From an optimization exercise on the open Yosys and OpenROAD flow, aimed at small area, a short achievable clock period and few clock cycles; shortcuts taken in it are not production practice. Where RTL was checked, it was by simulation tests only, not by an equivalence proof against the original. For runs 2 to 5, only the layout was checked, not whether the RTL still works. Power figures rest on the tool's default switching activity, not on a simulated workload.

**design/flow/flow/run.sh**
```bash
#!/bin/bash
# Layout flow: the standard ORFS flow (standard.sh: ORFS synthesis with
# synth_recipe.tcl, floorplan, power grid, tap cells, placement, CTS, routing),
# with these changes, all passed to make as VAR=value:
#  - synthesis runs synth_recipe.tcl through flow/synth_abc.tcl, which only
#    swaps ABC's mapping script for flow/area.abc (an area-oriented mapping;
#    the flip-flops are mapped before ABC and stay as synth_recipe.tcl maps them);
#  - ADDER_MAP_FILE is empty, so adders are left to ABC as plain gates;
#  - the port buffers are plain buffers (buffer_ports -buffer_cell);
#  - any further settings in flow/extra.env, one VAR=value per line.
# make's full output goes to orfs_flow.log here; ORFS writes each step's log
# under orfs/logs/.
set -euo pipefail
here=$(pwd)
export FLOW_SYNTH_TCL="$here/synth_recipe.tcl"
export FLOW_ABC_SCRIPT="$here/flow/area.abc"
extra=("SYNTH_SCRIPT=$here/flow/synth_abc.tcl" "ADDER_MAP_FILE="
       "BUFFER_PORTS_ARGS=-buffer_cell sky130_fd_sc_hd__buf_2")
if [[ -f flow/extra.env ]]; then
  while IFS= read -r line; do
    [[ -z "$line" || "$line" == \#* ]] && continue
    extra+=("$line")
  done < flow/extra.env
fi
bash standard.sh "${extra[@]}" finish > "$here/orfs_flow.log" 2>&1
```
**design/flow/flow/area.abc**
```
strash
dch
amap
topo
dnsize
```
**design/flow/flow/synth_abc.tcl**
```tcl
# The standard flow's synthesis script (synth_recipe.tcl, unchanged), with the ABC
# technology-mapping script replaced by the one in FLOW_ABC_SCRIPT. ABC maps
# only the combinational logic; the flip-flops are mapped before it.
proc abc {args} {
  set i [lsearch -exact $args -script]
  if {$i >= 0 && [info exists ::env(FLOW_ABC_SCRIPT)]} {
    lset args [expr {$i + 1}] $::env(FLOW_ABC_SCRIPT)
  }
  yosys abc {*}$args
}
source $::env(FLOW_SYNTH_TCL)
```
**design/flow/standard.sh**
```bash
#!/bin/bash
# synth_recipe.tcl (not shown) runs the flow's synth.tcl, then flattens the netlist and writes it again
# the make line also repeats each setting of config.mk as NAME=value (left out here)
make -C /OpenROAD-flow-scripts/flow DESIGN_CONFIG=/design/flow/config.mk WORK_HOME=/design/flow/orfs CLKGATE_MAP_FILE= SYNTH_SCRIPT=/design/flow/synth_recipe.tcl "${@:-finish}"
```
**design/flow/config.mk**
```make
export PLATFORM = sky130hd
export DESIGN_NAME = fpga_disp_ctrl
export DESIGN_NICKNAME = fpga_disp_ctrl
export VERILOG_FILES = /design/flow/design.v
export SDC_FILE = /design/flow/constraint.sdc
export NUM_CORES = 4
export LEC_CHECK = 0
export ABC_AREA = 1
export CAP_MARGIN = 20
export CORE_MARGIN = 2
export CORE_UTILIZATION = 40
export CTS_BUF_LIST = sky130_fd_sc_hd__clkbuf_8
export SETUP_SLACK_MARGIN = 5
export SLEW_MARGIN = 20
```
**design/flow/constraint.sdc**
```tcl
create_clock -name core_clock -period 8.0 [get_ports {clk}]
set_input_delay 1.6000 -clock core_clock [delete_from_list [all_inputs] [get_ports {clk}]]
set_output_delay 1.6000 -clock core_clock [all_outputs]
set_load 0.01 [all_outputs]
```
**design/flow/design.v**
```verilog
module fpga_disp_next (
  input  wire        rdy,
  input  wire [2:0]  st,
  input  wire        cs,
  input  wire        rst_l,
  input  wire        sclk,
  input  wire        set0,
  input  wire [8:0]  cnt,
  input  wire        aux,
  input  wire        intn,
  input  wire        redraw,
  input  wire        fb_we,
  input  wire [14:0] fb_addr,
  input  wire [7:0]  fb_data,
  output reg         rdy_i,
  output reg  [2:0]  st_i,
  output reg         set0_i,
  output reg  [8:0]  cnt_i,
  output reg         intn_i,
  output reg         redraw_i,
  output reg         we_i,
  output reg  [14:0] addr_i,
  output reg  [7:0]  data_i,
  output wire        stall_b,       
  output reg  [2:0]  st_b,
  output reg  [8:0]  cnt_b,
  output wire        aux_b,
  output reg         intn_b,
  output wire        we_b,
  output wire        cs_fall,       
  output wire        sclk_inc,      
  output wire        sclk_hit,      
  output wire [5:0]  scnt_inc,
  output wire        rst_fall,      
  output wire        rst_rise       
);
  localparam [1:0] C_MATCH = 2'd0,    
                   C_SKIP  = 2'd1,    
                   C_SET0  = 2'd2,    
                   C_SET1  = 2'd3;    
  localparam [14:0] A_TOP = 15'd25308;
  wire [4:0] cpos  = fb_addr[4:0];    
  wire [1:0] cmode = fb_addr[6:5];
  wire [5:0] scnt  = fb_addr[12:7];   
  wire       s_prog  = st == 3'd0;
  wire       s_cmd   = st == 3'd1;
  wire       s_param = st == 3'd2;
  wire       s_scene = st == 3'd3;
  wire       s_line  = st == 3'd4;
  wire       s_data  = st == 3'd5;
  wire       s_fill  = st[2:1] == 2'b11;
  wire [7:0] d = fb_data;             
  wire [7:0] exp_c =
    (cpos == 5'd0) ? "D" :
    (cpos == 5'd1) ? "a" :
    (cpos == 5'd3) ? "t" :
    (cpos == 5'd7) ? "e" :
    (cpos == 5'd14) ? ":" :
    (cpos == 5'd28) ? " " :
    (cpos == 5'd25) ? "D" :
    (cpos == 5'd18) ? "e" :
    (cpos == 5'd4) ? "c" :
    (cpos == 5'd8) ? " " :
    (cpos == 5'd17) ? "1" :
    (cpos == 5'd2) ? "0" :
    (cpos == 5'd5) ? " " :
    (cpos == 5'd10) ? "2" :
    (cpos == 5'd21) ? "0" :
    (cpos == 5'd11) ? "1" :
    (cpos == 5'd23) ? "4" :
    (cpos == 5'd15) ? " " :
    (cpos == 5'd30) ? "0" :
    (cpos == 5'd29) ? "8" :
    (cpos == 5'd27) ? ":" :
    (cpos == 5'd22) ? "3" :
    (cpos == 5'd13) ? "0" :
    8'h00;
  wire [4:0] cpos_inc = {cpos[3:0], ~(cpos[4] ^ cpos[2])};
  wire       cpos_lt5 = cpos == 5'd0 || cpos == 5'd1 || cpos == 5'd3 || cpos == 5'd7 || cpos == 5'd14;
  reg [1:0] cmode_n;
  reg [4:0] cpos_n;
  always @(*) begin
    cmode_n = cmode;
    cpos_n  = cpos;
    case (cmode)
      C_MATCH: begin
        if (d == 8'h00) begin
          if (!cpos_lt5) cmode_n = C_SET1;
          else cpos_n = 5'd0;
        end else if (d == exp_c) begin
          cpos_n = cpos_inc;
          if (cpos == 5'd13) cmode_n = C_SET0;
        end else begin
          cmode_n = cpos_lt5 ? C_SKIP : C_SET1;
        end
      end
      C_SKIP: begin
        if (d == 8'h00) begin
          cmode_n = C_MATCH;
          cpos_n  = 5'd0;
        end
      end
      default: ;
    endcase
  end
  wire       col_end = cnt[7:0] == 8'd172;    
  wire       fresh   = aux && s_data;
  wire [7:0] adj_col = fresh ? ((d < 8'd148) ? d : 8'd0) : fb_addr[7:0];
  wire [14:0] a_adj  = A_TOP + adj_col + !fresh;
  always @(*) begin
    rdy_i    = rdy;
    st_i     = st;
    set0_i   = set0;
    cnt_i    = cnt;
    intn_i   = intn;
    redraw_i = redraw;
    we_i     = 1'b0;
    addr_i   = fb_addr;
    data_i   = fb_data;
    if (fb_we || fresh)
      addr_i = (col_end || fresh) ? a_adj : fb_addr - 15'd148;
    if (s_scene)
      addr_i = A_TOP;
    if (s_prog) begin
      if (aux) addr_i[6:0] = {cmode_n, cpos_n};
      set0_i = (aux ? cmode_n : cmode) == C_SET0;
    end
    if (!rdy && s_cmd) begin
      rdy_i  = 1'b1;
      intn_i = 1'b1;
      if (set0) begin
        if (d == 8'h01) begin st_i = 3'd2; cnt_i = 9'd0; end
        else if (d == 8'h04) st_i = 3'd3;
        else begin intn_i = 1'b0; st_i = 3'd1; end
      end else begin
        if (d == 8'h00) ;
        else if (d == 8'h01) st_i = 3'd4;
        else if (d == 8'h02) begin redraw_i = 1'b1; intn_i = 1'b0; st_i = 3'd1; end
        else begin intn_i = 1'b0; st_i = 3'd1; end
      end
    end
    if (!rdy && s_scene) begin
      intn_i = 1'b0;
      st_i   = 3'd1;
      if (d[7:2] == 6'd0) begin
        st_i     = (d[1:0] == 2'd1) ? 3'd7 : 3'd6;
        redraw_i = 1'b1;
        we_i     = 1'b1;
        data_i   = (d[1:0] == 2'd2) ? 8'h30 : (d[1:0] == 2'd3) ? 8'h0C : 8'h00;
        cnt_i    = 9'd1;
      end else begin
        rdy_i = 1'b1;
      end
    end
    if (s_fill) begin
      we_i = 1'b1;
      if (col_end)
        cnt_i = {(fb_addr[7:0] >= 8'd49) && (fb_addr[7:0] <= 8'd96), 8'd1};
      else
        cnt_i[7:0] = cnt[7:0] + 8'd1;
      if (st[0])
        data_i = (cnt[8] && cnt[7:0] >= 8'd62 && cnt[7:0] <= 8'd109) ? 8'hFC : 8'h00;
      if (fb_addr == 15'd295) begin               
        rdy_i = 1'b1;
        st_i  = 3'd1;
      end
    end
  end
  wire trig = cnt[7:0] == 8'd188;
  assign stall_b = cs && (s_cmd || s_scene);
  assign aux_b   = cs && ((s_prog && !cnt[8] && cnt[8:1] != 8'd0) || s_line);
  assign we_b    = cs && s_data && !trig && cnt[7:0] < 8'd172;
  always @(*) begin
    st_b   = st;
    cnt_b  = cnt;
    intn_b = intn;
    if (cs) begin
      case (st)
        3'd0:  if (!cnt[8]) cnt_b = cnt + 9'd1;
        3'd2: begin
          if (cnt[1:0] == 2'd3) begin intn_b = 1'b0; st_b = 3'd1; end
          else cnt_b = cnt + 9'd1;
        end
        3'd4: begin
          cnt_b  = 9'd240;
          st_b   = 3'd5;
          intn_b = 1'b1;
        end
        3'd5: begin
          if (trig) begin
            st_b   = 3'd4;
            intn_b = 1'b0;
          end else begin
            cnt_b = cnt + 9'd1;
          end
        end
        default: ;
      endcase
    end
  end
  assign cs_fall  = cs && !s_prog;
  assign sclk_inc = !sclk && !cs && s_prog;
  assign sclk_hit = sclk_inc && scnt == 6'd19;        
  assign scnt_inc = {scnt[4:0], ~(scnt[5] ^ scnt[4])};
  assign rst_fall = rst_l;
  assign rst_rise = !rst_l;
endmodule
module fpga_disp_ctrl (
  input  wire        clk,
  input  wire        rst,        
  input  wire        ev_valid,
  output wire        ev_ready,
  input  wire [2:0]  ev_type,
  input  wire [7:0]  ev_data,
  output reg         intn,
  output reg         cdone,
  output reg         redraw,
  output reg         fb_we,
  output reg  [14:0] fb_addr,
  output reg  [7:0]  fb_data
);
  reg        rdy;           
  reg [2:0]  st;
  reg        cs, rst_l, sclk;
  reg        set0;          
  reg [8:0]  cnt;
  reg        aux;
  assign ev_ready = rdy;
  wire        rdy_i, set0_i, intn_i, redraw_i, we_i;
  wire [2:0]  st_i, st_b;
  wire [8:0]  cnt_i, cnt_b;
  wire [14:0] addr_i;
  wire [7:0]  data_i;
  wire        stall_b, aux_b, intn_b, we_b;
  wire        cs_fall, sclk_inc, sclk_hit, rst_fall, rst_rise;
  wire [5:0]  scnt_inc;
  fpga_disp_next u_next (
    .rdy(rdy), .st(st), .cs(cs), .rst_l(rst_l), .sclk(sclk), .set0(set0),
    .cnt(cnt), .aux(aux), .intn(intn), .redraw(redraw), .fb_we(fb_we),
    .fb_addr(fb_addr), .fb_data(fb_data),
    .rdy_i(rdy_i), .st_i(st_i), .set0_i(set0_i), .cnt_i(cnt_i), .intn_i(intn_i),
    .redraw_i(redraw_i), .we_i(we_i), .addr_i(addr_i), .data_i(data_i),
    .stall_b(stall_b), .st_b(st_b), .cnt_b(cnt_b), .aux_b(aux_b), .intn_b(intn_b),
    .we_b(we_b),
    .cs_fall(cs_fall), .sclk_inc(sclk_inc), .sclk_hit(sclk_hit), .scnt_inc(scnt_inc),
    .rst_fall(rst_fall), .rst_rise(rst_rise)
  );
  wire acc  = ev_valid && rdy;
  wire b0   = ev_data[0];
  wire e_b  = acc && ev_type == 3'd0;                   
  wire e_c0 = acc && ev_type == 3'd1 && !b0 && cs_fall;  
  wire e_s  = acc && ev_type == 3'd2;                   
  wire e_s1 = e_s && b0 && sclk_inc;                    
  wire e_r  = acc && ev_type == 3'd3;                   
  wire e_r0 = e_r && !b0 && rst_fall;                   
  wire e_r1 = e_r && b0 && rst_rise;                    
  wire e_n  = acc && ev_type == 3'd4;                   
  always @(posedge clk) begin
    if (rst) begin
      rdy    <= 1'b1;
      st     <= 3'd0;
      cnt    <= 9'd0;
      cs     <= 1'b0;
      rst_l  <= 1'b0;
      sclk   <= 1'b0;
      aux    <= 1'b0;
      intn   <= 1'b1;
      cdone  <= 1'b0;
      redraw <= 1'b0;
      fb_we  <= 1'b0;
    end else begin
      rdy    <= rdy_i && !(e_b && stall_b);
      st     <= e_r0 ? 3'd0 :
                (e_c0 || (e_s1 && sclk_hit)) ? 3'd1 :
                e_b ? st_b : st_i;
      cnt    <= e_r0 ? 9'd0 : e_b ? cnt_b : cnt_i;
      if (acc && ev_type == 3'd1) cs <= b0;
      if (e_r) rst_l <= b0;
      if (e_s) sclk <= b0;
      aux    <= e_b && aux_b;
      intn   <= e_r0 ? 1'b1 :
                (e_c0 || (e_s1 && sclk_hit)) ? 1'b0 :
                e_b ? intn_b : intn_i;
      cdone  <= (e_s1 && sclk_hit) ? 1'b1 : e_r1 ? 1'b0 : cdone;
      redraw <= e_n ? 1'b0 : redraw_i;
      fb_we  <= e_b ? we_b : we_i;
    end
    set0 <= set0_i;
    fb_data <= rdy ? ev_data : data_i;
    fb_addr[14:13] <= addr_i[14:13];
    fb_addr[12:7]  <= (rst || e_r0) ? 6'd0 : e_s1 ? scnt_inc : addr_i[12:7];
    fb_addr[6:0]   <= (rst || e_r0) ? 7'd0 : addr_i[6:0];
  end
endmodule
```
==> results.json, run 1 <==
{
  "holdCritPathClass": "reg2reg",
  "worstPathMaxFanout": 6,
  "power_density_nw_per_um2": 97.62,
  "hold_depth": 2,
  "fmaxAchievable_ghz": 0.2953,
  "drv_cap": 0,
  "core_um2": 8258,
  "holdCritStartpoint": "sclk",
  "finalHoldViolations": 0,
  "grt_start_max_net_pins": 17,
  "die_h_um": 96.41,
  "die_width_um": 96.41,
  "timing.rr.end": "set0",
  "fin_total_pwr_uw": 453.5,
  "nets": 641,
  "synth_edf_count": 1,
  "arrival_ns": 3.56,
  "p_leak_uw": 0.001691,
  "synth_async_sr_flop_share_pct": 0,
  "dpl.hpwl_um": 8958,
  "wire_per_inst_um": 16.93,
  "slew_violations": 0,
  "drtIter0Drc": 282,
  "worstSetupPathType": "reg2reg",
  "firstDrtPassIters": 5,
  "r2r_cells": 18,
  "cts_sinks": 45,
  "die_area_um2": 9295,
  "routed_via_density": 6.109,
  "yosysSeqAreaShare_pct": 26.67,
  "fin_crit_ns": 3.387,
  "vdd.ir_drop.worst_mv": 0.06115,
  "status": "finished clean",
  "end_kind": "register",
  "grt_pass1_vias": 3952,
  "drive_above_1_share_pct": 27.07,
  "yosys-top-cells-area": "dfxtp_1 (26%), nor2_1 (13%), clkinv_1 (7.7%)",
  "pin_count": 42,
  "start_util_pct": 41.36,
  "syn_nets": 552,
  "ys_types": 43,
  "diodes": 0,
  "synth.top_cell.area_share_pct": 25.79,
  "yosysTopAreaCell": "dfxtp_1",
  "path_clk_slew_ns": 0.10,
  "relSlewSlack_pct": 42.42,
  "root_buffer": "clkbuf_8",
  "vias": 4478,
  "fin_tns_setup_ns": 0,
  "portBuffers": 41,
  "grt_pass1_wl_um": 19340,
  "clock_path_buffers": 2,
  "hold_path_end": "sclk",
  "tightest_slew_ns": 0.8571,
  "synth_top_cells_by_count": "nor2_1 (117), clkinv_1 (70), nand2_1 (52), dfxtp_1 (44), nor3_1 (39)",
  "syn_area_per_cell_um2": 6.349,
  "ys_warn_count": 2,
  "synth_most_common_cell": "nor2_1",
  "post-route-period-util_pct": 42.33,
  "grt_use_total_pct": 26.54,
  "r2r_setup_slack_ns": 4.61,
  "cp-start-kind": "register",
  "overflow": 0,
  "gp_congestion": 0.9455,
  "area_growth_syn_to_layout_pct": 36.01,
  "htree_levels": 2,
  "netlist_instances": 538,
  "antenna_found_initial": 0,
  "setup_viol": 0,
  "postRouteAntennaNets": 0,
  "synth_seq_cells": 45,
  "cts_tree": "done",
  "ys.flop_type": "dfxtp_1",
  "wl_um": 12410,
  "num_rows": 33,
  "worst_ep_required_time_ns": 8.17,
  "r2r_start": "fb_addr[2]",
  "cts_buffers": 5,
  "clock_latency_ns": 0.31,
  "syn-cell-area_um2": 3416,
  "rsz0062_at_grt": "true",
  "drc": 0,
  "fin_skew_ns": 0.01168
}
worst max path at each step:
| stage | start | slack [ns] | end | depth (start not counted) |
|---|---|---|---|---|
| after floorplan | ev_valid | 4.61 | intn | 10 |
| after global routing | fb_addr[0] | 4.40 | fb_addr[6] | 16 |
| final | fb_addr[2] | 4.61 | set0 | 18 |
| after global placement | ev_valid | 4.25 | intn | 11 |
| after CTS | fb_addr[3] | 4.66 | set0 | 17 |
| after detailed placement | ev_valid | 4.15 | intn | 11 |
through the flow:
step	area, um^2	setup WS, ns	instances	util (%)	hold WS, ns
after floorplan	3586	4.611	538	-	0.4396
after global placement	3923	4.250	684	47.50	0.4527
after detailed placement	3923	4.150	684	47.50	0.4651
after CTS	4342	4.662	720	52.58	0.4794
after global routing	4646	4.398	733	56.26	0.5109
final	4646	4.613	733	56.26	0.4773
repair_timing:
action                     in CTS  in global routing
buffers inserted               28                 12
gates cloned                    0                  1
hold buffers                    0                  0
pin swaps                      10                 24
resized for setup              29                 48
setup endpoints to repair      34                 32
flip-flops by register name, summed over array words and instances, names as in the netlist:
name and cells:
set0 1, intn 1, fb_we 1, redraw 1, cs 1, sclk 1, fb_addr 15, rdy 1
rst_l 1, st 3, cdone 1, aux 1, fb_data 8, cnt 9
power by group:
group	total, uW	switching (uW)	internal [uW]	leakage, uW
logic	64.8	40.4	24.5	0.00127
registers	240	10.2	229	0.000376
clock network	149	86.9	62.2	0.0000445
final cells by class:
type | instances | area (um^2)
Sequential cell | 45 | 933.4
Timing Repair Buffer | 81 | 509.2
Multi-Input combinational cell | 424 | 2678
Inverter | 70 | 304.0
Tap cell | 105 | 131.4
Clock inverter | 3 | 21.27
Clock buffer | 5 | 68.82
Fill cell | 821 | 3612
metal layers:
metal	up-vias	share of wire, %	track usage (%)
met5	-	0	0
met4	0	2.5	9.272
met3	28	6.4	3.491
met2	205	47	44.79
met1	2088	44	34.81
li1	2157	-	-
layout by cell type, fill, tap and decap left out, types with 11 or more instances in the layout:
master,n
o21ai_0,27
nor3_1,32
o32ai_1,12
buf_2,41
nand2_1,46
o22ai_1,11
a21oi_1,32
dfxtp_1,38
buf_4,39
clkinv_1,54
nor2_1,101
kinds of logic (layout without fill, tap and decap cells):
kind of cell | Yosys count | in the layout | share of synthesized area (%)
simple gates | 258 | 258 | 33.33
buf+inv | 70 | 159 | 7.692
compound gates | 165 | 166 | 32.31
flops | 45 | 45 | 26.67
worst max-delay path: stages, from the launching register on:
cell	delay (ns)
dfxtp_4	0.42
clkinv_4	0.07
nand2_4	0.07
nor4_2	0.05
or2_1	0.24
or3_4	0.42
nor4_4	0.13
a21oi_1	0.06
or4_1	0.48
nor2_2	0.11
o22ai_1	0.07
a21oi_1	0.13
nand4_1	0.18
buf_4	0.18
a21oi_2	0.09
a21oi_1	0.05
a211oi_2	0.27
nand2_1	0.10
a21oi_2	0.11
Testbench counts, summed over its fixed seeds: cycles 661,383.
==> inputs of run 2 (changes only) <==
--- a/design/flow/design.v
+++ b/design/flow/design.v
@@ -34,13 +34,11 @@
   output wire        rst_fall,      
   output wire        rst_rise       
 );
-  localparam [1:0] C_MATCH = 2'd0,    
-                   C_SKIP  = 2'd1,    
-                   C_SET0  = 2'd2,    
-                   C_SET1  = 2'd3;    
+  localparam [4:0] C_SKIP = 5'd28,    
+                   C_SET0 = 5'd23,    
+                   C_SET1 = 5'd31;    
   localparam [14:0] A_TOP = 15'd25308;
-  wire [4:0] cpos  = fb_addr[4:0];    
-  wire [1:0] cmode = fb_addr[6:5];
+  wire [4:0] cls   = fb_addr[4:0];    
   wire [5:0] scnt  = fb_addr[12:7];   
   wire       s_prog  = st == 3'd0;
   wire       s_cmd   = st == 3'd1;
@@ -51,57 +49,40 @@
   wire       s_fill  = st[2:1] == 2'b11;
   wire [7:0] d = fb_data;             
   wire [7:0] exp_c =
-    (cpos == 5'd0) ? "D" :
-    (cpos == 5'd1) ? "a" :
-    (cpos == 5'd3) ? "t" :
-    (cpos == 5'd7) ? "e" :
-    (cpos == 5'd14) ? ":" :
-    (cpos == 5'd28) ? " " :
-    (cpos == 5'd25) ? "D" :
-    (cpos == 5'd18) ? "e" :
-    (cpos == 5'd4) ? "c" :
-    (cpos == 5'd8) ? " " :
-    (cpos == 5'd17) ? "1" :
-    (cpos == 5'd2) ? "0" :
-    (cpos == 5'd5) ? " " :
-    (cpos == 5'd10) ? "2" :
-    (cpos == 5'd21) ? "0" :
-    (cpos == 5'd11) ? "1" :
-    (cpos == 5'd23) ? "4" :
-    (cpos == 5'd15) ? " " :
-    (cpos == 5'd30) ? "0" :
-    (cpos == 5'd29) ? "8" :
-    (cpos == 5'd27) ? ":" :
-    (cpos == 5'd22) ? "3" :
-    (cpos == 5'd13) ? "0" :
+    (cls == 5'd0) ? "D" :
+    (cls == 5'd1) ? "a" :
+    (cls == 5'd2) ? "t" :
+    (cls == 5'd3) ? "e" :
+    (cls == 5'd4) ? ":" :
+    (cls == 5'd5) ? " " :
+    (cls == 5'd6) ? "D" :
+    (cls == 5'd7) ? "e" :
+    (cls == 5'd8) ? "c" :
+    (cls == 5'd9) ? " " :
+    (cls == 5'd10) ? "1" :
+    (cls == 5'd11) ? "0" :
+    (cls == 5'd12) ? " " :
+    (cls == 5'd13) ? "2" :
+    (cls == 5'd14) ? "0" :
+    (cls == 5'd15) ? "1" :
+    (cls == 5'd16) ? "4" :
+    (cls == 5'd17) ? " " :
+    (cls == 5'd18) ? "0" :
+    (cls == 5'd19) ? "8" :
+    (cls == 5'd20) ? ":" :
+    (cls == 5'd21) ? "3" :
+    (cls == 5'd22) ? "0" :
     8'h00;
-  wire [4:0] cpos_inc = {cpos[3:0], ~(cpos[4] ^ cpos[2])};
-  wire       cpos_lt5 = cpos == 5'd0 || cpos == 5'd1 || cpos == 5'd3 || cpos == 5'd7 || cpos == 5'd14;
-  reg [1:0] cmode_n;
-  reg [4:0] cpos_n;
+  reg [4:0] cls_n;
   always @(*) begin
-    cmode_n = cmode;
-    cpos_n  = cpos;
-    case (cmode)
-      C_MATCH: begin
-        if (d == 8'h00) begin
-          if (!cpos_lt5) cmode_n = C_SET1;
-          else cpos_n = 5'd0;
-        end else if (d == exp_c) begin
-          cpos_n = cpos_inc;
-          if (cpos == 5'd13) cmode_n = C_SET0;
-        end else begin
-          cmode_n = cpos_lt5 ? C_SKIP : C_SET1;
-        end
-      end
-      C_SKIP: begin
-        if (d == 8'h00) begin
-          cmode_n = C_MATCH;
-          cpos_n  = 5'd0;
-        end
-      end
-      default: ;
-    endcase
+    cls_n = cls;
+    if (cls < 5'd23) begin
+      if (d == 8'h00) cls_n = (cls < 5'd5) ? 5'd0 : C_SET1;
+      else if (d == exp_c) cls_n = cls + 5'd1;    
+      else cls_n = (cls < 5'd5) ? C_SKIP : C_SET1;
+    end else if (cls == C_SKIP && d == 8'h00) begin
+      cls_n = 5'd0;
+    end
   end
   wire       col_end = cnt[7:0] == 8'd172;    
   wire       fresh   = aux && s_data;
@@ -122,8 +103,8 @@
     if (s_scene)
       addr_i = A_TOP;
     if (s_prog) begin
-      if (aux) addr_i[6:0] = {cmode_n, cpos_n};
-      set0_i = (aux ? cmode_n : cmode) == C_SET0;
+      if (aux) addr_i[4:0] = cls_n;
+      set0_i = (aux ? cls_n : cls) == C_SET0;
     end
     if (!rdy && s_cmd) begin
       rdy_i  = 1'b1;
@@ -289,6 +270,7 @@
     fb_data <= rdy ? ev_data : data_i;
     fb_addr[14:13] <= addr_i[14:13];
     fb_addr[12:7]  <= (rst || e_r0) ? 6'd0 : e_s1 ? scnt_inc : addr_i[12:7];
-    fb_addr[6:0]   <= (rst || e_r0) ? 7'd0 : addr_i[6:0];
+    fb_addr[6:5]   <= addr_i[6:5];
+    fb_addr[4:0]   <= (rst || e_r0) ? 5'd0 : addr_i[4:0];
   end
 endmodule
==> design/flow/flow/area.abc (replaced) <==
strash
dch
map -a
topo
dnsize
--- a/design/flow/config.mk
+++ b/design/flow/config.mk
@@ -12,3 +12,5 @@
 export CTS_BUF_LIST = sky130_fd_sc_hd__clkbuf_8
 export SETUP_SLACK_MARGIN = 5
 export SLEW_MARGIN = 20
+export SYNTH_HIERARCHICAL = 1
+export SYNTH_MINIMUM_KEEP_SIZE = 0
==> run 2 against run 1 <==
Against the previous run: still clean on timing, DRC and antenna; clock skew down 0.0060 ns; combinational power is 36% higher; critical path type unchanged; synthesized area rose by 7.1%; die area rose by 6.8%; critical path depth up 1; core utilization fell by 4.8 points; sequential share of layout area increased by 0.24 points; register-to-register slack improved by 0.44 ns; routed wire length up 5.9%; highest routed layer unchanged; flip-flop and latch count is the same; total power up 6.9%.
==> results.json, run 2 <==
{
  "ys.flop_type": "dfxtp_1",
  "portBuffers": 41,
  "pin_count": 42,
  "fin_total_pwr_uw": 485.0,
  "fin_crit_ns": 2.951,
  "fin_skew_ns": 0.005658,
  "tightest_slew_ns": 0.6770,
  "routed_via_density": 5.784,
  "utilization_pct": 51.51,
  "arrival_ns": 3.14,
  "yosysSeqAreaShare_pct": 24.63,
  "sw_frac_of_total_pct": 32.59,
  "setup_viol": 0,
  "core_um2": 8806,
  "holdCritStartpoint": "sclk",
  "p_leak_uw": 0.001689,
  "fin_tns_setup_ns": 0,
  "yosysTopAreaCell": "dfxtp_1",
  "p_switching_uw": 158.1,
  "cp-start-kind": "register",
  "die_width_um": 99.62,
  "rsz0062_at_grt": "true",
  "hold_path_end": "sclk",
  "synth_edf_count": 0,
  "start_util_pct": 41.53,
  "yosys-top-cells-area": "dfxtp_1 (25%), nor2_1 (13%), nand2_1 (12%)",
  "status": "finished clean",
  "path_clk_slew_ns": 0.09,
  "drc": 0,
  "antenna_found_initial": 0,
  "top_regs": "fb_addr x15, cnt x9, fb_data x8",
  "netlist_instances": 634,
  "r2r_setup_slack_ns": 5.05,
  "synth_async_sr_flop_share_pct": 0,
  "grt_pass1_wl_um": 20740,
  "dpl.hpwl_um": 9537,
  "clock_path_buffers": 2,
  "p_int_uw": 326.9,
  "vias": 4702,
  "power_frac_seq_pct": 51.5,
  "post-route-period-util_pct": 36.89,
  "r2r_cells": 19,
  "grt_start_max_net_pins": 17,
  "worst_ep_required_time_ns": 8.19,
  "area_growth_syn_to_layout_pct": 24.02,
  "finalHoldViolations": 0,
  "root_buffer": "clkbuf_8",
  "overflow": 0,
  "vdd.ir_drop.worst_mv": 0.08191,
  "hold_slack_ns": 0.4659,
  "multiInputGateArea_um2": 2555,
  "syn-cell-area_um2": 3657,
  "fmaxAchievable_ghz": 0.3389,
  "die_area_um2": 9924,
  "synth_most_common_cell": "nor2_1",
  "cts_sinks": 45,
  "drive_above_1_share_pct": 19.72,
  "route.layer.met1.wl_um": 5837,
  "drv_cap": 0,
  "wire_per_inst_um": 16.17,
  "worstSetupPathType": "reg2reg",
  "end_kind": "register",
  "largest_register": "fb_addr",
  "syn_area_per_cell_um2": 5.769,
  "grt_use_total_pct": 25.62,
  "num_rows": 34,
  "seq_area_um2": 922.1,
  "r2r_start": "fb_addr[2]",
  "largest_reg_flops": 15,
  "synth_top_cells_by_count": "nor2_1 (124), nand2_1 (121), clkinv_1 (100), o21ai_0 (54)",
  "crit_start": "fb_addr[2]",
  "power_frac_clock_pct": 30.3,
  "relSlewSlack_pct": 54.70,
  "dpl_cell_area_um2": 3970,
  "ys_types": 34,
  "postRouteAntennaNets": 0,
  "slew_violations": 0,
  "ys_warn_count": 8,
  "nets": 718,
  "met2_length_um": 6074,
  "synth_seq_cells": 45,
  "drtIter0Drc": 452,
  "syn_nets": 648,
  "clock_latency_ns": 0.31,
  "cts_tree": "done",
  "die_h_um": 99.62,
  "firstDrtPassIters": 5,
  "layout_commonest_cell": "nand2_1",
  "wl_um": 13150,
  "maxUsedRoutingLayer": "met4",
  "htree_levels": 2,
  "worstPathMaxFanout": 7,
  "power.share.combinational_pct": 18.2,
  "fin_area_um2": 4536,
  "timing.rr.end": "set0",
  "holdCritPathClass": "reg2reg",
  "nFillCells": 910,
  "grt_pass1_vias": 4203,
  "diodes": 0,
  "wl_met3_um": 945,
  "hold_depth": 2,
  "gp_congestion": 0.9961,
  "cts_buffers": 5,
  "power_density_nw_per_um2": 106.9,
  "synth.top_cell.area_share_pct": 24.63,
  "final_cell_mix": "nand2_1 (117), nor2_1 (105), clkinv_1 (84), o21ai_0 (50), a21oi_1 (44)"
}
## run 2: changes by cell type after synthesis, sizes merged, moves of 9 or more
cell / change
xor2: +9
clkinv: +30
nand2: +69
o32ai: -10
o21ai: +16
or2: -9
nor4: -10
nor3: -15
a21oi: +10
nand3: +15
## run 2: per-module statistics from Yosys (local to each module, per instance)
| module | flops+latches | cell area (um^2) |
|---|---|---|
| fpga_disp_next | 0 | 2192 |
| fpga_disp_ctrl | 45 | 1465 |
## run 2: power groups by stage
stage | combinational [uW] | sequential (uW) | clock (uW)
after floorplan | 48.3 | 257 | 0
after global placement | 81.0 | 256 | 0
after detailed placement | 80.8 | 256 | 0
after CTS | 83.0 | 250 | 148
after global routing | 99.0 | 252 | 157
final | 88.4 | 250 | 147
## run 2: worst max path at each step
stage | end | depth (start not counted)
global placement | set0 | 15
CTS | set0 | 18
global route | fb_addr[1] | 19
floorplan | intn | 9
detailed placement | set0 | 15
finish | set0 | 19
## run 2: layer usage
layer	track usage (%)	up-vias
met5	0	-
met4	6.322	0
met3	3.233	25
met2	41.32	221
met1	36.36	2144
li1	-	2312
## run 2: worst max-delay path: stages, from the launching register on
cell	delay, ns
dfxtp_4	0.39
buf_6	0.14
inv_4	0.08
nor2_4	0.05
nand2_2	0.11
nor2_2	0.07
a21oi_2	0.13
o21ai_1	0.09
nor3_1	0.19
nand4_1	0.17
xor2_1	0.19
nand2_1	0.12
a2111oi_4	0.26
nand2_2	0.13
inv_2	0.09
o21ai_1	0.08
a22oi_2	0.20
clkinv_1	0.09
a32oi_1	0.18
o22ai_1	0.10
## run 2: per-stage QoR
step | worst slack [ns] | instances
4_1_cts | 4.998 | 789
3_3_place_gp | 4.233 | 777
6_report | 5.049 | 813
5_1_grt | 4.751 | 813
2_1_floorplan | 4.999 | 634
3_5_place_dp | 4.140 | 777
## run 2: kinds of logic (layout without fill, tap and decap cells)
| kind of cell | Yosys count | in the layout | share of synthesized area (%) |
|---|---|---|---|
| simple gates | 303 | 303 | 33.53 |
| buf+inv | 107 | 178 | 11.60 |
| flops | 45 | 45 | 24.63 |
| xor+xnor | 9 | 9 | 2.155 |
| compound gates | 170 | 170 | 28.09 |
## run 2: repair_timing
item                       CTS  global route
hold buffers                 0             0
cloned                       0             0
pin swaps                    2            19
setup endpoints to repair   29            30
buffers inserted             4            24
gates resized for setup     32            57
## run 2: final cells by class
class	instances	share of cell area [%]
Inverter	100	8.745
Clock buffer	5	1.517
Timing Repair Buffer	70	9.683
Tap cell	108	2.979
Multi-Input combinational cell	482	56.33
Sequential cell	45	20.33
Clock inverter	3	0.4138
==> inputs of run 3 (changes only) <==
--- a/design/flow/config.mk
+++ b/design/flow/config.mk
@@ -8,7 +8,7 @@
 export ABC_AREA = 1
 export CAP_MARGIN = 20
 export CORE_MARGIN = 2
-export CORE_UTILIZATION = 40
+export CORE_UTILIZATION = 65
 export CTS_BUF_LIST = sky130_fd_sc_hd__clkbuf_8
 export SETUP_SLACK_MARGIN = 5
 export SLEW_MARGIN = 20
==> run 3 against run 2 <==
Against the previous run: clock power up 8%; clock skew up 0.0022 ns; synthesized cell count unchanged; count of clock-buffer cells in the layout up 1; global-route usage up 14 points; cell area down 3.0%; setup slack worse by 0.068 ns; first-iteration DRC count up 95%; worst hold slack better by 0.0072 ns; maximum frequency down 2.2%; via count up 7.1%; largest cell class unchanged; largest power group unchanged.
==> results.json, run 3 <==
{
  "status": "finished clean",
  "path_clk_slew_ns": 0.10,
  "fin_area_um2": 4399,
  "ys_warn_count": 8,
  "drv_cap": 0,
  "syn_area_per_cell_um2": 5.769,
  "syn_nets": 648,
  "worstSetupPathType": "reg2reg",
  "worstPathMaxFanout": 7,
  "tightest_slew_ns": 0.8069,
  "area_growth_syn_to_layout_pct": 20.29,
  "synth_seq_cells": 45,
  "cts_tree": "done",
  "drive_above_1_share_pct": 19.14,
  "worst_ep_required_time_ns": 8.19,
  "diodes": 0,
  "setup_slack_ns": 4.982,
  "power_density_nw_per_um2": 113.8,
  "synth_top_family_by_area": "simple AND/OR/NAND/NOR gates",
  "synth_top_cells_by_count": "nor2_1 (124), nand2_1 (121), clkinv_1 (100), o21ai_0 (54)",
  "placedCellCount": 740,
  "synthAdderAreaFrac_pct": 0,
  "ys_types": 34,
  "yosysTopAreaCell": "dfxtp_1",
  "layout_commonest_cell": "nand2_1",
  "ys.flop_type": "dfxtp_1",
  "start_util_pct": 66.83,
  "dp_slack_ns": 4.305,
  "pin_count": 42,
  "vias": 5037,
  "sw_frac_of_total_pct": 32.70,
  "holdCritStartpoint": "sclk",
  "synthSimpleGateAreaFrac_pct": 33.53,
  "post-route-period-util_pct": 37.73,
  "die_h_um": 79.01,
  "vdd.ir_drop.worst_mv": 0.08950,
  "die_width_um": 79.01,
  "clock_latency_ns": 0.30,
  "largest_register": "fb_addr",
  "wire_per_inst_um": 17.09,
  "synth_mux_area_share_pct": 0,
  "arrival_ns": 3.21,
  "dpl.hpwl_um": 8895,
  "portBuffers": 41,
  "rsz0062_at_grt": "true",
  "hold_depth": 2,
  "yosysSeqAreaShare_pct": 24.63,
  "relSlewSlack_pct": 46.01,
  "cts_buffers": 5,
  "fmaxAchievable_ghz": 0.3313,
  "gp_congestion": 1.025,
  "postRouteAntennaNets": 0,
  "root_buffer": "clkbuf_8",
  "yosys-top-cells-area": "dfxtp_1 (25%), nor2_1 (13%), nand2_1 (12%)",
  "setup_viol": 0,
  "clock_path_buffers": 2,
  "drtIter0Drc": 882,
  "p_leak_uw": 0.001655,
  "core_um2": 5473,
  "power.share.combinational_pct": 18.0,
  "critPathMaxStageDelay_ns": 0.40,
  "cp_slowest_cell": "dfxtp_4",
  "netlist_instances": 634,
  "fin_crit_ns": 3.018,
  "syn-cell-area_um2": 3657,
  "antenna_found_initial": 0,
  "p_switching_uw": 163.7,
  "fin_skew_ns": 0.007890,
  "synth.top_cell.area_share_pct": 24.63,
  "synth_async_sr_flop_share_pct": 0,
  "power_frac_seq_pct": 50.2,
  "largest_reg_flops": 15,
  "die_area_um2": 6243,
  "grt_use_total_pct": 39.44,
  "num_rows": 27,
  "r2r_cells": 16,
  "grt_start_max_net_pins": 17,
  "finalHoldViolations": 0,
  "power_frac_clock_pct": 31.8,
  "hold_path_end": "sclk",
  "cts_sinks": 45,
  "synth-xor-area-share_pct": 2.155,
  "crit_chain": "buf_4 > nor2_2 > nand3_1 > o22ai_1 > a2111oi_2 > nand3_1 > xor2_1 > nand4_1 > a2111oi_4 > nand2_2 > inv_2 > o21ai_0 > a22oi_1 > inv_2 > a32oi_2 > o22ai_1",
  "dpl_cell_area_um2": 3918,
  "synth_edf_count": 0,
  "htree_levels": 2,
  "grt_pass1_vias": 4344,
  "fin_tns_setup_ns": 0,
  "r2r_setup_slack_ns": 4.98,
  "overflow": 0,
  "fin_total_pwr_uw": 500.5,
  "nets": 708,
  "grt_pass1_wl_um": 19970,
  "timing.rr.end": "set0",
  "slew_violations": 0,
  "stdcell_count": 767,
  "synth_most_common_cell": "nor2_1",
  "holdCritPathClass": "reg2reg",
  "routed_via_density": 6.567,
  "wl_um": 13110,
  "r2r_start": "fb_addr[3]",
  "p_int_uw": 336.8,
  "synth-compound-area-share_pct": 28.09,
  "final_cell_mix": "nand2_1 (117), nor2_1 (106), clkinv_1 (83), o21ai_0 (53), a21oi_1 (44)",
  "top_regs": "fb_addr x15, cnt x9, fb_data x8",
  "cp-start-kind": "register",
  "end_kind": "register",
  "drc": 0,
  "firstDrtPassIters": 7
}
[run 3: cell counts after synthesis]
No cell type changed its count.
[run 3: logic make-up (layout without fill, tap and decap cells)]
| family | after synthesis | in the layout |
|---|---|---|
| AND/OR/NAND/NOR | 303 | 303 |
| AO/OA/AOI/OAI | 170 | 170 |
| buffers and inverters | 107 | 168 |
| flip-flops | 45 | 45 |
| XOR/XNOR | 9 | 9 |
[run 3: worst max path at each step]
stage	startpoint	end	slack, ns	cells after the start
2_1_floorplan	ev_valid	intn	5.00	9
3_3_place_gp	fb_addr[4]	set0	4.35	15
3_5_place_dp	fb_addr[4]	set0	4.31	15
4_1_cts	fb_addr[3]	set0	4.95	17
5_1_grt	fb_addr[3]	fb_addr[2]	4.83	17
6_report	fb_addr[3]	set0	4.98	16
[run 3: area by class of cell]
type / instances / area (um^2)
multi-input cells: 482 / 2542
fillers: 384 / 1074
flip-flops and latches: 45 / 924.6
inverters: 100 / 397.9
repair buffers: 60 / 345.3
well taps: 72 / 90.09
clock buffers: 6 / 82.58
clock inverters: 2 / 16.27
[run 3: timing repair]
action / 4_1_cts / 5_1_grt
gates cloned: 0 / 0
setup buffers: 3 / 16
pin swaps: 2 / 12
setup endpoints to repair: 27 / 24
hold buffers: 0 / 0
resized for setup: 28 / 58
[run 3: through the flow]
step | utilization, % | hold slack (ns)
5_1_grt | 80.38 | 0.5019
2_1_floorplan | - | 0.4344
3_3_place_gp | 71.58 | 0.4528
3_5_place_dp | 71.58 | 0.4574
6_report | 80.38 | 0.4731
4_1_cts | 75.10 | 0.4718
[run 3: power by group through the flow]
stage | registers [uW] | clock network, uW | logic (uW)
4_1_cts | 250 | 159 | 81.4
3_3_place_gp | 256 | 0 | 77.6
3_5_place_dp | 257 | 0 | 80.0
6_report | 251 | 159 | 90.1
5_1_grt | 252 | 169 | 98.2
2_1_floorplan | 257 | 0 | 48.3
[run 3: Yosys stat by module, one instance, submodules excluded]
module	times used	cells
fpga_disp_next	1	453
fpga_disp_ctrl	1	181
[run 3: metal layers]
layer | wire length [um] | global-route usage [%]
met1 | 4643 | 50.42
met3 | 1828 | 6.591
met2 | 5890 | 65.93
met4 | 743 | 16.03
met5 | 0 | 0
[run 3: worst max-delay path: cells and delay by family, from the launching register on]
| kind | cells | cell delay [ns] |
|---|---|---|
| AOI/OAI and AO/OA | 7 | 1.29 |
| and+or+nand+nor | 5 | 0.73 |
| DFF | 1 | 0.40 |
| buffers and inverters | 3 | 0.32 |
| xor gates and xnor gates | 1 | 0.16 |
==> inputs of run 4 (changes only) <==
==> design/flow/flow/extra.env (new file) <==
SETUP_SLACK_MARGIN=5.25
--- a/design/flow/config.mk
+++ b/design/flow/config.mk
@@ -8,7 +8,7 @@
 export ABC_AREA = 1
 export CAP_MARGIN = 20
 export CORE_MARGIN = 2
-export CORE_UTILIZATION = 65
+export CORE_UTILIZATION = 40
 export CTS_BUF_LIST = sky130_fd_sc_hd__clkbuf_8
 export SETUP_SLACK_MARGIN = 5
 export SLEW_MARGIN = 20
==> run 4 against run 3 <==
Against the previous run: synthesized area stayed put; non-clock buffer count is 15 higher; synthesized cell count stayed put; via count is 6.0% lower; largest cell class unchanged; largest power group unchanged; highest routed layer unchanged.
==> results.json, run 4 <==
{
  "status": "finished clean",
  "cts_hold_buf": 0,
  "yosys-top-cells-area": "dfxtp_1 (25%), nor2_1 (13%), nand2_1 (12%)",
  "grt_pass1_wl_um": 21800,
  "layout_commonest_cell": "nand2_1",
  "final_cell_mix": "nand2_1 (117), nor2_1 (97), clkinv_1 (74), o21ai_0 (49), a21oi_1 (43)",
  "synth_top_cells_by_count": "nor2_1 (124), nand2_1 (121), clkinv_1 (100), o21ai_0 (54)",
  "grt_use_total_pct": 27.34,
  "clock_latency_ns": 0.30,
  "p_int_uw": 326.7,
  "dpl.hpwl_um": 9967,
  "dpl_cell_area_um2": 3999,
  "fin_tns_setup_ns": 0,
  "yosysSeqAreaShare_pct": 24.63,
  "sw_frac_of_total_pct": 32.80,
  "finalHoldViolations": 0,
  "largest_register": "fb_addr",
  "fin_skew_ns": 0.006661,
  "cp-start-kind": "register",
  "drc": 0,
  "start_util_pct": 41.53,
  "worst_ep_required_time_ns": 8.19,
  "setup_slack_ns": 5.170,
  "cp_slowest_cell": "dfxtp_4",
  "syn_nets": 648,
  "r2r_setup_slack_ns": 5.17,
  "vias": 4735,
  "worstPathMaxFanout": 4,
  "fmaxAchievable_ghz": 0.3534,
  "clock_path_buffers": 2,
  "relSlewSlack_pct": 51.04,
  "fin_crit_ns": 2.830,
  "postRouteAntennaNets": 0,
  "drtIter0Drc": 403,
  "grt_pass1_vias": 4149,
  "crit_chain": "buf_4 > nor2_2 > nand2_1 > o21ai_0 > nor3_1 > nand4_1 > xor2_1 > nand2_1 > a2111oi_4 > nand2_1 > inv_2 > nand2_1 > a21oi_2 > nor2_1 > a32oi_1 > o22ai_1",
  "nets": 723,
  "wire_per_inst_um": 16.89,
  "wl_um": 13820,
  "power_frac_clock_pct": 30.3,
  "power_density_nw_per_um2": 104.2,
  "area_growth_syn_to_layout_pct": 27.57,
  "diodes": 0,
  "largest_reg_flops": 15,
  "grt_start_max_net_pins": 17,
  "slew_violations": 0,
  "critPathMaxStageDelay_ns": 0.38,
  "antenna_found_initial": 0,
  "firstDrtPassIters": 6,
  "ys.flop_type": "dfxtp_1",
  "ys_types": 34,
  "dp_slack_ns": 4.552,
  "path_clk_slew_ns": 0.10,
  "end_kind": "register",
  "drv_cap": 0,
  "cts_sinks": 45,
  "synth_most_common_cell": "nor2_1",
  "maxUsedRoutingLayer": "met4",
  "die_h_um": 99.62,
  "cts_tree": "done",
  "fin_area_um2": 4666,
  "syn-cell-area_um2": 3657,
  "p_leak_uw": 0.001757,
  "num_rows": 34,
  "die_width_um": 99.62,
  "post-route-period-util_pct": 35.37,
  "portBuffers": 41,
  "p_switching_uw": 159.4,
  "core_um2": 8806,
  "yosysTopAreaCell": "dfxtp_1",
  "rsz0062_at_grt": "true",
  "ys_warn_count": 8,
  "worstSetupPathType": "reg2reg",
  "tightest_slew_ns": 0.7316,
  "power.share.combinational_pct": 18.4,
  "die_area_um2": 9924,
  "utilization_pct": 52.98,
  "synth.top_cell.area_share_pct": 24.63,
  "route.layer.met1.wl_um": 6376,
  "met2_length_um": 6155,
  "htree_levels": 2,
  "arrival_ns": 3.02,
  "critical_path.most_common_cell": "nand2_1",
  "pin_count": 42,
  "synth_edf_count": 0,
  "power_frac_seq_pct": 51.3,
  "placedCellCount": 776,
  "stdcell_count": 818,
  "gp_congestion": 0.9760,
  "synth_async_sr_flop_share_pct": 0,
  "cts_buffers": 5,
  "drive_above_1_share_pct": 24.51,
  "root_buffer": "clkbuf_8",
  "synth_seq_cells": 45,
  "syn_area_per_cell_um2": 5.769,
  "vdd.ir_drop.worst_mv": 0.09514,
  "routed_via_density": 5.789,
  "netlist_instances": 634,
  "setup_viol": 0,
  "overflow": 0,
  "wl_met3_um": 919,
  "top_regs": "fb_addr x15, cnt x9, fb_data x8",
  "holdCritPathClass": "reg2reg",
  "nFillCells": 909
}
run 4: cell counts after synthesis:
Identical to the previous run, type by type.
run 4: routing by layer:
layer  GRT usage (%)  vias to the layer above
li1                -                     2336
met1           40.05                     2155
met2           41.74                      203
met5               0                        -
met3           3.865                       41
met4           7.798                        0
run 4: power by group through the flow:
stage / Combinational, uW / Sequential [uW] / Clock [uW]
global route: 98.7 / 251 / 160
CTS: 86.2 / 249 / 151
floorplan: 48.9 / 257 / 0
global placement: 81.8 / 256 / 0
detailed placement: 81.2 / 256 / 0
finish: 89.5 / 250 / 147
run 4: Yosys stat by module (local to each module, per instance):
module	cell area, um^2	cells
fpga_disp_ctrl	1465	181
fpga_disp_next	2192	453
run 4: per-stage QoR:
step / power, uW / hold slack (ns)
6_report: 486.1 / 0.4677
5_1_grt: 510.2 / 0.5181
4_1_cts: 486.4 / 0.4686
3_5_place_dp: 337.5 / 0.4549
3_3_place_gp: 338.0 / 0.4535
2_1_floorplan: 305.7 / 0.4344
run 4: final timing paths:
kind                                  from    to  depth (start not counted)
worst max-delay path            fb_addr[0]  set0                         16
worst min-delay path                  sclk  sclk                          2
worst max register to register  fb_addr[0]  set0                         16
worst min register to register        sclk  sclk                          2
run 4: cell families after synthesis:
group,synth area share (%)
xor+xnor,2.155
simple gates,33.53
buf+inv,11.60
compound gates,28.09
flops,24.63
run 4: critical path: cells and delay by family (launching register included):
family | cells | cell delay, ns
buffers and inverters | 2 | 0.25
AND/OR/NAND/NOR | 8 | 0.95
flip-flops | 1 | 0.38
XOR/XNOR | 1 | 0.16
AO/OA/AOI/OAI | 5 | 0.98
run 4: repair_timing:
action / 4_1_cts / 5_1_grt
pin swaps: 8 / 19
resized for setup: 60 / 53
buffers inserted: 17 / 17
setup endpoints to repair: 39 / 25
run 4: area by class of cell:
type	count	area, um^2	share of cell area (%)
Multi-Input combinational cell	482	2621	56.18
Sequential cell	45	935.9	20.06
Timing Repair Buffer	75	460.4	9.869
Inverter	100	426.7	9.145
Tap cell	108	135.1	2.896
Clock buffer	5	68.82	1.475
Clock inverter	3	17.52	0.3754
==> inputs of run 5 (changes only) <==
==> design/flow/flow/extra.env (replaced) <==
SETUP_SLACK_MARGIN=5.5
==> run 5 against run 4 <==
Against the previous run: total power up 6.2%; setup slack worse by 0.17 ns; non-clock buffer count rose by 34; cell area is 15% higher; sequential share of layout area is 1.9 points lower; clock skew up 0.0065 ns; highest routed layer unchanged; maximum frequency fell by 5.7%.
==> results.json, run 5 <==
{
  "drv_cap": 0,
  "synth_edf_count": 0,
  "largest_reg_flops": 15,
  "utilization_pct": 60.70,
  "netlist_instances": 634,
  "clock_latency_ns": 0.32,
  "synthSimpleGateAreaFrac_pct": 33.53,
  "cts_sinks": 45,
  "tightest_slew_ns": 0.7507,
  "root_buffer": "clkbuf_8",
  "synth_seq_cells": 45,
  "yosys-top-cells-area": "dfxtp_1 (25%), nor2_1 (13%), nand2_1 (12%)",
  "ys.flop_type": "dfxtp_1",
  "hold_depth": 2,
  "p_leak_uw": 0.002029,
  "start_util_pct": 41.53,
  "cts_hold_buf": 0,
  "power_density_nw_per_um2": 96.58,
  "worstSetupPathType": "reg2reg",
  "setup_slack_ns": 4.998,
  "firstDrtPassIters": 8,
  "drtIter0Drc": 439,
  "holdCritPathClass": "reg2reg",
  "slew_violations": 0,
  "cp-start-kind": "register",
  "grt_use_total_pct": 28.49,
  "arrival_ns": 3.25,
  "vias": 5004,
  "pin_count": 42,
  "synth-xor-area-share_pct": 2.155,
  "final_cell_mix": "nand2_1 (110), nor2_1 (91), clkinv_1 (66), buf_4 (56), o21ai_0 (44)",
  "fin_skew_ns": 0.01314,
  "path_clk_slew_ns": 0.10,
  "wl_um": 14960,
  "nFillCells": 829,
  "clock_path_buffers": 2,
  "synth_mux_area_share_pct": 0,
  "relSlewSlack_pct": 49.32,
  "postRouteAntennaNets": 0,
  "dp_slack_ns": 4.573,
  "routed_via_density": 5.853,
  "r2r_start": "fb_addr[2]",
  "wire_per_inst_um": 17.50,
  "cts_tree": "done",
  "syn_area_per_cell_um2": 5.769,
  "gp_congestion": 1.002,
  "vdd.ir_drop.worst_mv": 0.07649,
  "grt_pass1_wl_um": 22630,
  "ys_types": 34,
  "setup_viol": 0,
  "synth.top_cell.area_share_pct": 24.63,
  "synth_async_sr_flop_share_pct": 0,
  "diodes": 0,
  "synth-compound-area-share_pct": 28.09,
  "status": "finished clean",
  "grt_start_max_net_pins": 17,
  "overflow": 0,
  "nets": 760,
  "drive_above_1_share_pct": 36.14,
  "synth_top_family_by_area": "simple AND/OR/NAND/NOR gates",
  "htree_levels": 2,
  "cts_buffers": 5,
  "die_area_um2": 9924,
  "yosysSeqAreaShare_pct": 24.63,
  "ys_warn_count": 8,
  "core_um2": 8806,
  "hold_path_end": "sclk",
  "end_kind": "register",
  "holdCritStartpoint": "sclk",
  "syn-cell-area_um2": 3657,
  "syn_nets": 648,
  "grt_pass1_vias": 4544,
  "layout_commonest_cell": "nand2_1",
  "antenna_found_initial": 0,
  "num_rows": 34,
  "timing.rr.end": "set0",
  "portBuffers": 41,
  "synth_top_cells_by_count": "nor2_1 (124), nand2_1 (121), clkinv_1 (100), o21ai_0 (54)",
  "finalHoldViolations": 0,
  "fin_tns_setup_ns": 0,
  "r2r_cells": 18,
  "largest_register": "fb_addr",
  "r2r_setup_slack_ns": 5.00,
  "worst_ep_required_time_ns": 8.25,
  "rsz0062_at_grt": "true",
  "top_regs": "fb_addr x15, cnt x9, fb_data x8",
  "fin_crit_ns": 3.002,
  "worstPathMaxFanout": 7,
  "dpl.hpwl_um": 9654,
  "die_width_um": 99.62,
  "die_h_um": 99.62,
  "fmaxAchievable_ghz": 0.3332,
  "synth_most_common_cell": "nor2_1",
  "yosysTopAreaCell": "dfxtp_1",
  "area_growth_syn_to_layout_pct": 46.15,
  "drc": 0,
  "synthAdderAreaFrac_pct": 0,
  "post-route-period-util_pct": 37.52
}
-- run 5: changes by cell type in the layout (fill, tap and decap cells not counted), moves of 5 or more --
cell | before | now
a21oi_2 | 2 | 8
nor2_1 | 97 | 91
buf_6 | 0 | 12
a21oi_1 | 43 | 35
dfxtp_1 | 31 | 16
o21ai_0 | 49 | 44
clkinv_4 | 2 | 8
dfxtp_2 | 7 | 16
nand2_1 | 117 | 110
clkinv_1 | 74 | 66
dfxtp_4 | 7 | 13
nand2_4 | 1 | 6
buf_4 | 34 | 56
-- run 5: repair_timing --
action / CTS / global route
buffers inserted: 38 / 29
setup endpoints to repair: 59 / 56
cloned: 3 / 1
gates resized for setup: 83 / 96
pin swaps: 26 / 40
-- run 5: cell type report --
type,count,area [um^2],share of cell area [%]
Multi-Input combinational cell,483,2872,53.72
Sequential cell,45,969.7,18.14
Timing Repair Buffer,109,803.3,15.03
Inverter,100,457.9,8.567
Tap cell,108,135.1,2.528
Clock buffer,5,68.82,1.287
Clock inverter,3,25.02,0.4682
Timing Repair inverter,2,13.76,0.2575
-- run 5: worst max path at each step --
stage,end,start,slack [ns],cells past startpoint
3_3_place_gp,intn,ev_valid,4.62,10
5_1_grt,set0,fb_addr[3],4.83,18
3_5_place_dp,intn,ev_valid,4.57,10
6_report,set0,fb_addr[2],5.00,18
4_1_cts,set0,fb_addr[3],5.12,16
2_1_floorplan,intn,ev_valid,5.24,9
-- run 5: cells by family after synthesis --
| family | count (synthesis) |
|---|---|
| simple gates | 303 |
| xor+xnor | 9 |
| compound gates | 170 |
| buf+inv | 107 |
| flops | 45 |
-- run 5: where the power goes --
part / leakage (uW) / switching, uW / internal (uW)
Combinational: 0.00160 / 66.1 / 44.2
Sequential: 0.000379 / 16.9 / 233
Clock: 0.0000447 / 92.7 / 63.3
-- run 5: per-layer routing --
| layer | up-vias | track usage [%] | share of wire [%] |
|---|---|---|---|
| met5 | - | 0 | 0 |
| met4 | 0 | 11.80 | 3.0 |
| met3 | 42 | 3.162 | 7.2 |
| met2 | 240 | 47.35 | 48 |
| met1 | 2327 | 37.57 | 41 |
| li1 | 2395 | - | - |
-- run 5: metrics by stage --
step	instances	hold slack (ns)	power (uW)	instance area, um^2
floorplan	634	0.4337	307.9	3855
global placement	776	0.4514	339.9	4146
detailed placement	776	0.4583	340.3	4146
CTS	825	0.4722	505.9	4810
global route	855	0.5173	542.2	5345
finish	855	0.4709	516.2	5345
-- run 5: per-module statistics from Yosys, one instance, submodules excluded --
module          flip-flops and latches  times used  area [um^2]  cells inside
fpga_disp_ctrl                      45           1         1465           181
fpga_disp_next                       0           1         2192           453
-- run 5: critical path, cell delays in order (launching register included) --
cell and delay [ns]:
dfxtp_4 0.46, clkinv_4 0.11, nor2_4 0.15, buf_4 0.16
nand2_1 0.07, o21ai_1 0.17, nor3_2 0.07, nand4_1 0.15
xor2_1 0.15, nand2_1 0.10, a2111oi_4 0.38, nand2_2 0.13
inv_4 0.10, buf_6 0.10, buf_6 0.09, nand2_4 0.04
a22oi_2 0.22, a32oi_2 0.15, o22ai_1 0.13
==> inputs of run 6 (changes only) <==
--- a/design/flow/design.v
+++ b/design/flow/design.v
@@ -102,10 +102,10 @@
       addr_i = (col_end || fresh) ? a_adj : fb_addr - 15'd148;
     if (s_scene)
       addr_i = A_TOP;
-    if (s_prog) begin
-      if (aux) addr_i[4:0] = cls_n;
-      set0_i = (aux ? cls_n : cls) == C_SET0;
-    end
+    if (s_prog && aux)
+      addr_i[4:0] = cls_n;
+    if (s_prog || (s_cmd && aux))
+      set0_i = cls == C_SET0;
     if (!rdy && s_cmd) begin
       rdy_i  = 1'b1;
       intn_i = 1'b1;
@@ -258,7 +258,7 @@
       if (acc && ev_type == 3'd1) cs <= b0;
       if (e_r) rst_l <= b0;
       if (e_s) sclk <= b0;
-      aux    <= e_b && aux_b;
+      aux    <= (e_b && aux_b) || (e_s1 && sclk_hit);
       intn   <= e_r0 ? 1'b1 :
                 (e_c0 || (e_s1 && sclk_hit)) ? 1'b0 :
                 e_b ? intn_b : intn_i;
==> design/flow/flow/extra.env (replaced) <==
SETUP_SLACK_MARGIN=5.4
==> run 6 against run 5 <==
Against the previous run: sequential share of layout area grew 1.1 points; critical endpoint is now fb_addr[7]; synthesized area shrank 0.41%; sequential power grew 2%.
==> results.json, run 6 <==
{
  "overflow": 0,
  "drtIter0Drc": 321,
  "fin_crit_ns": 2.665,
  "yosysSeqAreaShare_pct": 24.73,
  "worstSetupPathType": "reg2reg",
  "synth_async_sr_flop_share_pct": 0,
  "setup_viol": 0,
  "yosys-top-cells-area": "dfxtp_1 (25%), nand2_1 (13%), nor2_1 (13%)",
  "firstDrtPassIters": 7,
  "vdd.ir_drop.worst_mv": 0.08765,
  "drive_above_1_share_pct": 27.47,
  "die_h_um": 99.43,
  "slew_violations": 0,
  "num_rows": 34,
  "antenna_found_initial": 0,
  "largest_register": "fb_addr",
  "portBuffers": 41,
  "cts_buffers": 5,
  "final_cell_mix": "nand2_1 (123), nor2_1 (91), clkinv_1 (77), a21oi_1 (61), o21ai_0 (48)",
  "wl_um": 13130,
  "grt_start_max_net_pins": 17,
  "end_kind": "register",
  "status": "finished clean",
  "clock_latency_ns": 0.32,
  "die_width_um": 99.43,
  "diodes": 0,
  "ys.flop_type": "dfxtp_1",
  "holdCritPathClass": "reg2reg",
  "path_clk_slew_ns": 0.10,
  "finalHoldViolations": 0,
  "arrival_ns": 2.92,
  "relSlewSlack_pct": 43.73,
  "synth.top_cell.area_share_pct": 24.73,
  "ys_types": 33,
  "grt_pass1_vias": 4333,
  "gp_congestion": 0.9583,
  "synth_most_common_cell": "nand2_1",
  "cts_tree": "done",
  "htree_levels": 2,
  "drc": 0,
  "netlist_instances": 641,
  "synth_top_cells_by_count": "nand2_1 (128), nor2_1 (125), clkinv_1 (104), a21oi_1 (63), o21ai_0 (53)",
  "utilization_pct": 55.68,
  "area_growth_syn_to_layout_pct": 33.97,
  "dp_slack_ns": 4.596,
  "syn_area_per_cell_um2": 5.682,
  "wire_per_inst_um": 15.70,
  "fin_skew_ns": 0.01781,
  "die_area_um2": 9885,
  "fmaxAchievable_ghz": 0.3753,
  "yosysTopAreaCell": "dfxtp_1",
  "rsz0062_at_grt": "true",
  "fin_tns_setup_ns": 0,
  "p_leak_uw": 0.001841,
  "setup_slack_ns": 5.335,
  "core_um2": 8763,
  "routed_via_density": 5.750,
  "layout_commonest_cell": "nand2_1",
  "tightest_slew_ns": 0.8353,
  "clock_path_buffers": 2,
  "hold_depth": 2,
  "vias": 4807,
  "worst_ep_required_time_ns": 8.25,
  "largest_reg_flops": 15,
  "dpl.hpwl_um": 9286,
  "pin_count": 42,
  "synth_seq_cells": 45,
  "cts_sinks": 45,
  "syn_nets": 655,
  "ys_warn_count": 8,
  "cp-start-kind": "register",
  "r2r_cells": 17,
  "syn-cell-area_um2": 3642,
  "start_util_pct": 41.56,
  "synth_edf_count": 0,
  "nets": 741,
  "worstPathMaxFanout": 8,
  "hold_slack_ns": 0.4784,
  "root_buffer": "clkbuf_8",
  "drv_cap": 0,
  "power_density_nw_per_um2": 105.8,
  "grt_use_total_pct": 26.36,
  "post-route-period-util_pct": 33.31,
  "top_regs": "fb_addr x15, cnt x9, fb_data x8",
  "postRouteAntennaNets": 0,
  "grt_pass1_wl_um": 21320
}
==> run 6: cell count changes in the layout (fill, tap and decap cells not counted), sizes merged, moves of 4 or more <==
cell	change
o31ai	-4
nand2	+7
buf	-22
a21oi	+18
nand3	-5
xnor2	+4
xor2	-4
==> run 6: worst paths after layout <==
path / to / slack [ns] / from
max: fb_addr[7] / 5.34 / st[0]
min: cdone / 0.48 / cdone
max reg2reg: fb_addr[7] / 5.34 / st[0]
min reg2reg: cdone / 0.48 / cdone
==> run 6: final cells by class <==
cell class / instances / area [um^2]
Fill cell: 899 / 3884
Multi-Input combinational cell: 485 / 2688
Sequential cell: 45 / 940.9
Timing Repair Buffer: 86 / 570.5
Inverter: 104 / 457.9
Tap cell: 108 / 135.1
Clock buffer: 5 / 68.82
Clock inverter: 3 / 18.77
==> run 6: power by group <==
| group | total (uW) | switching (uW) | internal [uW] | leakage, uW |
|---|---|---|---|---|
| Sequential | 254 | 20.1 | 234 | 0.000375 |
| Clock | 153 | 92.6 | 60.6 | 0.0000416 |
| Combinational | 109 | 64.1 | 44.6 | 0.00142 |
==> run 6: what timing repair did <==
action / CTS / global route
setup buffers: 25 / 20
setup endpoints to repair: 43 / 44
resized for setup: 59 / 79
pin swaps: 14 / 27
hold buffers: 0 / 0
hold endpoints to repair: 0 / 0
==> run 6: per-module statistics from Yosys, one instance, submodules excluded <==
module | flops+latches | times used
fpga_disp_ctrl | 45 | 1
fpga_disp_next | 0 | 1
==> run 6: cells by family after synthesis <==
family                 after synthesis  synth area share (%)
AO/OA/AOI/OAI                      175                 27.96
buffers and inverters              111                 12.06
flip-flops                          45                 24.73
AND/OR/NAND/NOR                    301                 33.08
XOR/XNOR                             9                 2.164
==> run 6: critical path, stage by stage, from the launching register on <==
cell and delay [ns]:
dfxtp_4 0.39, clkinv_4 0.07, nor3_4 0.19, clkinv_2 0.11
nor2_4 0.22, buf_12 0.14, buf_4 0.15, nand3_1 0.12
o21ai_2 0.12, nor2_2 0.05, nand2_1 0.07, inv_2 0.07
nor2_4 0.14, nor2_4 0.07, xor2_2 0.15, o311ai_2 0.38
nor2_1 0.07, nor2_1 0.10
==> run 6: metrics by stage <==
| step | instance area, um^2 | instances | power [uW] |
|---|---|---|---|
| floorplan | 3737 | 641 | 316.2 |
| global placement | 4029 | 783 | 347.9 |
| detailed placement | 4029 | 783 | 348.5 |
| CTS | 4478 | 816 | 505.4 |
| global route | 4880 | 836 | 541.2 |
| finish | 4880 | 836 | 516.4 |
==> run 6: per-layer routing <==
metal  part of all wire, %  track usage, %  wire length, um
met1                    44           36.20             5816
met2                    47           42.93             6155
met3                   6.9           4.427              911
met4                   1.8           7.060              241
met5                     0               0                0
Testbench counts of run 6, summed over its fixed seeds: cycles 661,383.

==> port drivers added, routing unchanged <==
In the flow no input, the clock included, has a driving cell. The finished layouts below were timed again as built, in two steps. Step 1, drivers: a clkbuf_16 drives clk and a buf_2 each remaining input, both assumed. Step 2 also shifts input and output timing later by t, the mid clock arrival at the registers, as if the neighbouring blocks saw the same clock. a / b / c = ideal / step 1 / step 2; a / b = the first two.
run	t (ns)	slack for setup (ns)	worst setup path at the end	slew at the worst register clock pin (ns)
run 1	0.338	4.613 / 4.613 / 4.613	register to register	0.10 / 0.10
run 2	0.339	5.049 / 5.049 / 4.876	input to register	0.09 / 0.09
run 3	0.329	4.982 / 4.982 / 4.857	input to register	0.10 / 0.10
run 4	0.328	5.170 / 5.170 / 5.063	input to register	0.10 / 0.10
run 5	0.349	4.998 / 4.998 / 4.998	register to register	0.10 / 0.10
run 6	0.343	5.335 / 5.335 / 5.130	input to register	0.11 / 0.11
After both steps setup and hold are still met in every run listed. The setup slack of run 6, which loses most, moves by 0.000 ns with the drivers and by -0.205 ns with both steps.
